What follows belongs to an exercise in optimizing a design on an open flow for small area, a short achievable clock period and few clock cycles per item; a production flow would make more cautious choices. Function was checked by simulation only, so behaviour that the tests miss may differ from the original. Power figures rest on the tool's default switching activity, not on a simulated workload.

==> build 81: inputs <==
==> flow/design.v <==
module escb_rx (
    input  wire        clk,
    input  wire        rst,
    input  wire        mode,            
    input  wire [31:0] dm_start_min,
    input  wire [31:0] dm_start_max,
    input  wire [31:0] dm_short_min,
    input  wire [31:0] dm_short_max,
    input  wire [31:0] dm_long_min,
    input  wire [31:0] dm_long_max,
    input  wire [31:0] dm_end_min,
    input  wire [15:0] pwk_avg,
    input  wire [3:0]  pwk_mult,
    input  wire        pwk_g4,
    input  wire        pwk_inv,
    input  wire [1:0]  pwk_pos,
    input  wire [15:0] q_min_len,
    input  wire [15:0] q_max_len,
    input  wire [31:0] q_min_gap,
    input  wire [31:0] q_max_gap,
    input  wire        in_valid,
    output wire        in_ready,
    input  wire [31:0] in_dur,
    input  wire        in_last,
    output reg         bit_valid,
    output reg         bit_data,
    output reg         res_valid,
    output reg  [1:0]  res_err,
    output reg  [15:0] res_info,
    output reg  [15:0] res_nbits,
    output reg  [1:0]  res_kind,
    output reg  [7:0]  res_xor,
    output wire [4:0]  res_chk,
    output wire        res_qok,
    output reg  [1:0]  res_qwhy
);
    localparam ERR_NONE   = 2'd0;
    localparam ERR_MALF   = 2'd1;
    localparam ERR_STRUCT = 2'd2;
    localparam ERR_CONFIG = 2'd3;
    localparam DM_START  = 2'd0;    
    localparam DM_SYM    = 2'd1;    
    localparam DM_SECOND = 2'd2;    
    localparam DM_DONE   = 2'd3;    
    function ge32;
        input [31:0] x;
        input [31:0] z;
        reg [31:0] g, p;
        reg [15:0] G1, P1;
        reg [3:0]  G2, P2;
        integer i;
        begin
            g = x & ~z;
            p = x | ~z;
            for (i = 0; i < 16; i = i + 1) begin
                G1[i] = g[2*i+1] | (p[2*i+1] & g[2*i]);
                P1[i] = p[2*i+1] & p[2*i];
            end
            for (i = 0; i < 4; i = i + 1) begin
                G2[i] = G1[4*i+3] | (P1[4*i+3] & G1[4*i+2]) |
                        (P1[4*i+3] & P1[4*i+2] & G1[4*i+1]) |
                        (P1[4*i+3] & P1[4*i+2] & P1[4*i+1] & G1[4*i]);
                P2[i] = P1[4*i+3] & P1[4*i+2] & P1[4*i+1] & P1[4*i];
            end
            ge32 = G2[3] | (P2[3] & G2[2]) | (P2[3] & P2[2] & G2[1]) |
                   (P2[3] & P2[2] & P2[1] & (G2[0] | P2[0]));
        end
    endfunction
    function inw32;
        input [31:0] v;
        input [31:0] lo;
        input [31:0] hi;
        begin
            inw32 = ge32(v, lo) & ge32(hi, v);
        end
    endfunction
    reg [4:0]  warm;        
    reg [2:0]  pss;         
    reg [3:0]  psc;         
    reg [14:0] psh;         
    wire       rdy = warm[4];
    assign in_ready = rdy;
    wire accept = in_valid & rdy;
    wire [15:0] wsel = 16'd1 << warm[3:0];
    wire        abit = |(pwk_avg & wsel);
    wire        pstart = (warm[3:0] == 4'd0);
    wire [3:0]  pa = pstart ? 4'd0 : {1'b0, pss};
    wire [3:0]  pb = pstart ? 4'd0 : psc;
    wire [3:0]  pc = abit ? pwk_mult : 4'd0;
    wire [3:0]  fs = pa ^ pb ^ pc;
    wire [3:0]  fc = (pa & pb) | (pa & pc) | (pb & pc);
    always @(posedge clk) begin
        if (rst || !in_valid)
            warm <= 5'd0;
        else if (!rdy)
            warm <= warm + 5'd1;
        if (!rdy) begin
            pss <= fs[3:1];
            psc <= fc;
            psh <= {fs[0], psh[14:1]};
        end
    end
    wire [3:0]  ptop = {1'b0, pss} + psc;    
    wire [18:0] thr = {ptop, psh};           
    reg        f0;          
    reg [15:0] num;         
    reg        v1;          
    reg        l1;          
    reg        c_sw;        
    reg        c_long, c_end;
    reg        c_pwk;       
    reg        c_gap;       
    reg        c_len;       
    wire [15:0] num_acc = f0 ? 16'd1 : num + 16'd1;    
    always @(posedge clk) begin
        if (rst) begin
            v1 <= 1'b0;
            f0 <= 1'b1;
        end else begin
            v1 <= accept;
            if (accept)
                f0 <= in_last;
        end
        if (accept)
            num <= num_acc;
        l1      <= in_last;
        c_sw    <= inw32(in_dur, f0 ? dm_start_min : dm_short_min,
                                 f0 ? dm_start_max : dm_short_max);
        c_long  <= inw32(in_dur, dm_long_min, dm_long_max);
        c_end   <= ge32(in_dur, dm_end_min);
        c_pwk   <= ~ge32({13'd0, thr}, in_dur);
        c_gap   <= inw32(in_dur, q_min_gap, q_max_gap);
        c_len   <= inw32({16'd0, num_acc}, {16'd0, q_min_len}, {16'd0, q_max_len});
    end
    reg [1:0]  dm_state;
    reg        pwk_pend0;   
    reg        pwk_pend1;   
    reg        s_mode, s_g4, s_inv;
    reg [1:0]  s_pos;
    always @(posedge clk) begin
        s_mode <= mode;
        s_g4   <= pwk_g4;
        s_inv  <= pwk_inv;
        s_pos  <= pwk_pos;
    end
    wire first = (dm_state == DM_START);
    wire c_start = c_sw;
    wire c_short = c_sw;
    reg        dm_emit;
    reg        dm_ebit;
    reg [1:0]  dm_nstate;
    reg        dm_fail;     
    reg        dm_term;     
    reg [1:0]  dm_nkind;
    always @(*) begin
        dm_emit   = 1'b0;
        dm_ebit   = 1'b0;
        dm_nstate = dm_state;
        dm_fail   = 1'b0;
        dm_term   = 1'b0;
        dm_nkind  = 2'd0;
        case (dm_state)
            DM_START: begin
                if (c_start) begin
                    dm_nstate = DM_SYM;
                end else begin
                    dm_nstate = DM_DONE;
                    dm_fail   = 1'b1;
                end
            end
            DM_SYM: begin
                if (c_end) begin
                    dm_nstate = DM_DONE;
                    dm_term   = 1'b1;
                    dm_nkind  = 2'd1;
                end else if (c_long) begin
                    dm_emit   = 1'b1;
                end else if (c_short) begin
                    if (l1) begin
                        dm_emit   = 1'b1;
                        dm_ebit   = 1'b1;
                        dm_nstate = DM_DONE;
                        dm_term   = 1'b1;
                        dm_nkind  = 2'd2;
                    end else begin
                        dm_nstate = DM_SECOND;
                    end
                end else begin
                    dm_nstate = DM_DONE;
                    dm_fail   = 1'b1;
                end
            end
            DM_SECOND: begin
                if (c_end) begin
                    dm_emit   = 1'b1;
                    dm_ebit   = 1'b1;
                    dm_nstate = DM_DONE;
                    dm_term   = 1'b1;
                    dm_nkind  = 2'd3;
                end else if (c_short) begin
                    dm_emit   = 1'b1;
                    dm_ebit   = 1'b1;
                    dm_nstate = DM_SYM;
                end else begin
                    dm_nstate = DM_DONE;
                    dm_fail   = 1'b1;
                end
            end
            default: ;
        endcase
    end
    wire       pwk_k1   = s_g4 ? (num[1:0] == 2'd2) : !num[0];             
    wire       pwk_kpos = s_g4 ? (num[1:0] == s_pos + 2'd1)
                                 : (num[0] != s_pos[0]);                   
    wire       pwk_gnz  = s_g4 ? (|num[15:3] | (num[2] & |num[1:0]))
                                 : (|num[15:2] | (num[1] & num[0]));         
    wire       pwk_gpar = s_g4 ? (num[2] ^ (num[1:0] == 2'd0))
                                 : (num[1] ^ !num[0]);                       
    wire       pwk_emit = pwk_k1 && pwk_gnz;
    wire       pwk_ebit = (pwk_gpar ? pwk_pend0 : pwk_pend1) ^ s_inv;
    wire       pwk_cfg_bad = !s_g4 && s_pos[1];
    wire       emit = s_mode ? pwk_emit : dm_emit;
    wire       ebit = s_mode ? pwk_ebit : dm_ebit;
    wire clr = v1 & first;    
    wire xe  = v1 & emit & ebit;
    always @(posedge clk) begin
        if (rst) begin
            dm_state  <= DM_START;
            bit_valid <= 1'b0;
            res_valid <= 1'b0;
        end else begin
            bit_valid <= v1 && emit;
            res_valid <= v1 && l1;
            if (v1)
                dm_state <= l1 ? DM_START : dm_nstate;
        end
    end
    always @(posedge clk) begin
        bit_data <= ebit;
        if (clr)
            res_nbits <= 16'd0;
        else if (v1 && emit)
            res_nbits <= res_nbits + 16'd1;
        res_xor <= clr ? 8'd0
                       : res_xor ^ ({8{xe}} & (8'h80 >> res_nbits[2:0]));
        if (v1) begin
            if (pwk_kpos && !pwk_gpar)
                pwk_pend0 <= c_pwk;
            if (pwk_kpos && pwk_gpar)
                pwk_pend1 <= c_pwk;
            if (s_mode) begin
                if (l1) begin
                    res_kind <= 2'd0;
                    if (pwk_cfg_bad) begin
                        res_err  <= ERR_CONFIG;
                        res_info <= 16'h0100;
                    end else begin
                        res_err  <= pwk_k1 ? ERR_NONE : ERR_STRUCT;
                        res_info <= num;
                    end
                end
            end else if (first) begin
                res_err  <= c_start ? ERR_NONE : ERR_MALF;
                res_info <= c_start ? num : 16'd0;
                res_kind <= 2'd0;
            end else if (dm_state != DM_DONE) begin
                if (dm_fail)
                    res_err <= ERR_MALF;
                else
                    res_info <= num;
                if (dm_term)
                    res_kind <= dm_nkind;
            end
            if (l1)
                res_qwhy <= !c_len ? 2'd1 : !c_gap ? 2'd2 : 2'd0;
        end
    end
    wire [3:0] nb = res_xor[7:4] ^ res_xor[3:0];
    assign res_chk = {^res_xor, nb[3] ^ nb[1], nb[3], nb[2] ^ nb[0], nb[0]};
    assign res_qok = (res_qwhy == 2'd0);
endmodule
==> flow/flow/run.sh <==
#!/bin/bash
# Layout: the standard flow (standard.sh), with two changes:
#  - synthesis runs flow/synth.tcl, the standard synthesis script with a
#    different ABC mapping script (flow/abc.script); registers are untouched;
#  - every port is buffered by the smallest buffer (buf_1) instead of the
#    flow's default pick; the resizer upsizes the ones that need it.
# Each step's full log is in orfs/logs/; make's output is in synth.log and
# standard.log.
set -euo pipefail
here=$(pwd)
export BUFFER_PORTS_ARGS="-buffer_cell sky130_fd_sc_hd__buf_1"
# the make command of standard.sh, run for synthesis with our script
cmd=$(grep -m1 '^make -C ' standard.sh)
cmd=${cmd%\"\$\{@:-finish\}\"}
cmd=$(echo "$cmd" | sed -E "s#SYNTH_SCRIPT=[^ ]+#SYNTH_SCRIPT=$here/flow/synth.tcl#")
echo "$cmd synth" > synth.cmd
eval "$cmd synth" > synth.log 2>&1
bash standard.sh > standard.log 2>&1
==> flow/flow/abc.script <==
strash
dc2
dch
map -D 1200
==> flow/flow/synth.tcl <==
# The standard synthesis script (synth_recipe.tcl), except that ABC maps the
# combinational logic with the script in abc.script beside this file
# (structural choices, then the delay-targeted standard-cell mapper)
# instead of ORFS's abc_speed script. Flip-flop mapping and register names
# are unchanged.
proc synth {args} { yosys synth -nofsm -noshare {*}$args }
set my_abc_script [file join [file dirname [file normalize [info script]]] abc.script]
proc abc {args} {
  global my_abc_script
  set out {}
  set skip 0
  foreach a $args {
    if {$skip} { set skip 0; continue }
    if {$a eq "-script" || $a eq "-D"} { set skip 1; continue }
    lappend out $a
  }
  puts "abc with $my_abc_script"
  yosys abc -script $my_abc_script {*}$out
}
source $::env(SCRIPTS_DIR)/synth.tcl
# left out here: clear keep_hierarchy, flatten, clean up, hide names made inside functions, write 1_2_yosys.v
==> flow/standard.sh <==
#!/bin/bash
# synth_recipe.tcl (not shown) runs the flow's synth.tcl, then flattens the netlist and writes it again
# the make line also repeats each setting of config.mk as NAME=value (left out here)
make -C /OpenROAD-flow-scripts/flow DESIGN_CONFIG=/design/flow/config.mk WORK_HOME=/design/flow/orfs CLKGATE_MAP_FILE= SYNTH_SCRIPT=/design/flow/synth_recipe.tcl "${@:-finish}"
==> flow/config.mk <==
export PLATFORM = sky130hd
export DESIGN_NAME = escb_rx
export DESIGN_NICKNAME = escb_rx
export VERILOG_FILES = /design/flow/design.v
export SDC_FILE = /design/flow/constraint.sdc
export NUM_CORES = 4
export LEC_CHECK = 0
export CAP_MARGIN = 20
export CORE_MARGIN = 2
export CORE_UTILIZATION = 40
export PLACE_DENSITY = 0.6
export SETUP_SLACK_MARGIN = 5
export SLEW_MARGIN = 20
==> flow/constraint.sdc <==
create_clock -name core_clock -period 8.0 [get_ports {clk}]
set_input_delay 1.6000 -clock core_clock [delete_from_list [all_inputs] [get_ports {clk}]]
set_output_delay 1.6000 -clock core_clock [all_outputs]
set_load 0.01 [all_outputs]
==> trial 67: changes against build 81 <==
--- a/flow/design.v
+++ b/flow/design.v
@@ -32,3 +32,3 @@
     output reg  [7:0]  res_xor,
-    output wire [4:0]  res_chk,
+    output reg  [4:0]  res_chk,
     output wire        res_qok,
@@ -77,4 +77,3 @@
     reg [4:0]  warm;        
-    reg [2:0]  pss;         
-    reg [3:0]  psc;         
+    reg [3:0]  pcs;         
     reg [14:0] psh;         
@@ -85,8 +84,4 @@
     wire        abit = |(pwk_avg & wsel);
-    wire        pstart = (warm[3:0] == 4'd0);
-    wire [3:0]  pa = pstart ? 4'd0 : {1'b0, pss};
-    wire [3:0]  pb = pstart ? 4'd0 : psc;
-    wire [3:0]  pc = abit ? pwk_mult : 4'd0;
-    wire [3:0]  fs = pa ^ pb ^ pc;
-    wire [3:0]  fc = (pa & pb) | (pa & pc) | (pb & pc);
+    wire [4:0]  psum = (warm[3:0] == 4'd0 ? 5'd0 : {1'b0, pcs}) +
+                       (abit ? {1'b0, pwk_mult} : 5'd0);
     always @(posedge clk) begin
@@ -97,9 +92,7 @@
         if (!rdy) begin
-            pss <= fs[3:1];
-            psc <= fc;
-            psh <= {fs[0], psh[14:1]};
-        end
-    end
-    wire [3:0]  ptop = {1'b0, pss} + psc;    
-    wire [18:0] thr = {ptop, psh};           
+            pcs <= psum[4:1];
+            psh <= {psum[0], psh[14:1]};
+        end
+    end
+    wire [18:0] thr = {pcs, psh};    
     reg        f0;          
@@ -108,4 +101,3 @@
     reg        l1;          
-    reg        c_sw;        
-    reg        c_long, c_end;
+    reg        c_start, c_short, c_long, c_end;
     reg        c_pwk;       
@@ -126,4 +118,4 @@
         l1      <= in_last;
-        c_sw    <= inw32(in_dur, f0 ? dm_start_min : dm_short_min,
-                                 f0 ? dm_start_max : dm_short_max);
+        c_start <= inw32(in_dur, dm_start_min, dm_start_max);
+        c_short <= inw32(in_dur, dm_short_min, dm_short_max);
         c_long  <= inw32(in_dur, dm_long_min, dm_long_max);
@@ -135,15 +127,4 @@
     reg [1:0]  dm_state;
-    reg        pwk_pend0;   
-    reg        pwk_pend1;   
-    reg        s_mode, s_g4, s_inv;
-    reg [1:0]  s_pos;
-    always @(posedge clk) begin
-        s_mode <= mode;
-        s_g4   <= pwk_g4;
-        s_inv  <= pwk_inv;
-        s_pos  <= pwk_pos;
-    end
+    reg [1:0]  pwk_pend;    
     wire first = (dm_state == DM_START);
-    wire c_start = c_sw;
-    wire c_short = c_sw;
     reg        dm_emit;
@@ -211,14 +192,14 @@
     end
-    wire       pwk_k1   = s_g4 ? (num[1:0] == 2'd2) : !num[0];             
-    wire       pwk_kpos = s_g4 ? (num[1:0] == s_pos + 2'd1)
-                                 : (num[0] != s_pos[0]);                   
-    wire       pwk_gnz  = s_g4 ? (|num[15:3] | (num[2] & |num[1:0]))
+    wire       pwk_k1   = pwk_g4 ? (num[1:0] == 2'd2) : !num[0];             
+    wire       pwk_kpos = pwk_g4 ? (num[1:0] == pwk_pos + 2'd1)
+                                 : (num[0] != pwk_pos[0]);                   
+    wire       pwk_gnz  = pwk_g4 ? (|num[15:3] | (num[2] & |num[1:0]))
                                  : (|num[15:2] | (num[1] & num[0]));         
-    wire       pwk_gpar = s_g4 ? (num[2] ^ (num[1:0] == 2'd0))
+    wire       pwk_gpar = pwk_g4 ? (num[2] ^ (num[1:0] == 2'd0))
                                  : (num[1] ^ !num[0]);                       
     wire       pwk_emit = pwk_k1 && pwk_gnz;
-    wire       pwk_ebit = (pwk_gpar ? pwk_pend0 : pwk_pend1) ^ s_inv;
-    wire       pwk_cfg_bad = !s_g4 && s_pos[1];
-    wire       emit = s_mode ? pwk_emit : dm_emit;
-    wire       ebit = s_mode ? pwk_ebit : dm_ebit;
+    wire       pwk_ebit = pwk_pend[~pwk_gpar] ^ pwk_inv;
+    wire       pwk_cfg_bad = !pwk_g4 && pwk_pos[1];
+    wire       emit = mode ? pwk_emit : dm_emit;
+    wire       ebit = mode ? pwk_ebit : dm_ebit;
     wire clr = v1 & first;    
@@ -245,8 +226,11 @@
                        : res_xor ^ ({8{xe}} & (8'h80 >> res_nbits[2:0]));
+        res_chk <= clr ? 5'd0
+                       : res_chk ^ ({5{xe}} & {1'b1, !res_nbits[0],
+                                               res_nbits[1:0] == 2'd0,
+                                               res_nbits[0],
+                                               res_nbits[1:0] == 2'd3});
         if (v1) begin
-            if (pwk_kpos && !pwk_gpar)
-                pwk_pend0 <= c_pwk;
-            if (pwk_kpos && pwk_gpar)
-                pwk_pend1 <= c_pwk;
-            if (s_mode) begin
+            if (pwk_kpos)
+                pwk_pend[pwk_gpar] <= c_pwk;
+            if (mode) begin
                 if (l1) begin
@@ -277,4 +261,2 @@
     end
-    wire [3:0] nb = res_xor[7:4] ^ res_xor[3:0];
-    assign res_chk = {^res_xor, nb[3] ^ nb[1], nb[3], nb[2] ^ nb[0], nb[0]};
     assign res_qok = (res_qwhy == 2'd0);
==> flow/flow/run.sh (replaced) <==
#!/bin/bash
# The standard layout, with every port buffered by the smallest buffer
# (buf_1) instead of the flow's default pick; the resizer upsizes the ones
# that need it.
set -euo pipefail
export BUFFER_PORTS_ARGS="-buffer_cell sky130_fd_sc_hd__buf_1"
bash standard.sh > standard.log 2>&1
removed: flow/flow/abc.script
removed: flow/flow/synth.tcl
==> trial 94: changes against build 81 <==
--- a/flow/design.v
+++ b/flow/design.v
@@ -112,3 +112,2 @@
     reg        c_gap;       
-    reg        c_len;       
     wire [15:0] num_acc = f0 ? 16'd1 : num + 16'd1;    
@@ -132,3 +131,2 @@
         c_gap   <= inw32(in_dur, q_min_gap, q_max_gap);
-        c_len   <= inw32({16'd0, num_acc}, {16'd0, q_min_len}, {16'd0, q_max_len});
     end
@@ -222,2 +220,3 @@
     wire       emit = s_mode ? pwk_emit : dm_emit;
+    wire       c_len = inw32({16'd0, num}, {16'd0, q_min_len}, {16'd0, q_max_len});
     wire       ebit = s_mode ? pwk_ebit : dm_ebit;
--- a/flow/config.mk
+++ b/flow/config.mk
@@ -10,3 +10,4 @@
 export CORE_UTILIZATION = 40
-export PLACE_DENSITY = 0.6
+export CTS_BUF_LIST = sky130_fd_sc_hd__clkbuf_8
+export PLACE_DENSITY = 0.55
 export SETUP_SLACK_MARGIN = 5
==> qor summary <==
item                                                             trial 94                 build 81                 trial 67
Result of the run                                 complete, no violations  complete, no violations  complete, no violations
Crit. path cell count                                                   4                       12                       10
Mux cell area share after synthesis                                1.217%                   1.626%                  0.8741%
Sequential Power Share                                              46.7%                    42.8%                    39.6%
Hold endpoint                                               res_nbits[15]                pwk_pend0                   psh[0]
Total number of vias                                                11680                    11890                    12140
Height of the chip                                               154.4 um                 155.9 um                 164.5 um
Layout inverter count without the clock tree                          148                      176                      129
Remaining max-slew budget at the tightest pin                      36.87%                   45.97%                   29.19%
Kind of capture point of the worst setup path                  output pin                 register                 register
Setup slack of the most critical reg-to-reg path                  5140 ps                  4990 ps                  4880 ps
Metal-1 WL                                                       16160 um                 17390 um                 17150 um
Post-DR vias/cell                                                   5.689                    5.651                    5.801
Count of filler cells inserted in the layout                         2392                     2329                     2548
Met2 Wirelength                                                  17430 um                 17950 um                 19850 um
Count of multi-input combinational gates                             1031                     1036                     1007
Vias in the first global route                                      10450                    10660                    11370
Data required time of the worst path                              6400 ps                  8250 ps                  8240 ps
Worst path max stage delay                                         390 ps                   280 ps                   330 ps
Placed cell count                                                    2010                     2045                     2009
Met3 demand-to-capacity share in global routing                    3.839%                   5.361%                   3.817%
Post-synth top area share                                          20.57%                   20.17%                   17.19%
Testbench counts of build 81, summed over its fixed seeds: cycles 230,227, pulses 229,075.
Testbench counts of trial 67, summed over its fixed seeds: cycles 230,227, pulses 229,075.
Testbench counts of trial 94, summed over its fixed seeds: cycles 230,227, pulses 229,075.

==> static timing again, ports no longer ideal <==
In the flow no input, the clock included, has a driving cell. The finished layouts below were timed again as built, in two steps. Step 1 (the two cells are an assumption about what drives the block):
set clk [get_ports {clk}]
set_driving_cell -lib_cell sky130_fd_sc_hd__clkbuf_16 $clk
set_driving_cell -lib_cell sky130_fd_sc_hd__buf_2 [delete_from_list [all_inputs] $clk]
Step 2 moves the port delays by t, midway between the first and last clock arrival at a register: inputs arrive t later, outputs are due t later. That takes back most of the time a late clock gives input paths. Slacks: ideal / step 1 / step 2; pairs: ideal / step 1.
run | shift t [ns] | setup WS [ns] | worst setup path at the end | clock arrival spread, ns | slew at the worst register clock pin (ns)
build 81 | 0.407 | 4.972 / 4.965 / 4.558 | input to register | 0.015 / 0.015 | 0.09 / 0.09
trial 67 | 0.397 | 4.526 / 4.479 / 4.083 | input to register | 0.013 / 0.013 | 0.08 / 0.08
trial 94 | 0.440 | 4.996 / 4.947 / 4.590 | input to register | 0.014 / 0.014 | 0.12 / 0.12
After both steps setup and hold are still met in every run listed. The setup slack of trial 67, which loses most, moves by -0.047 ns with the drivers and by -0.443 ns with both steps.
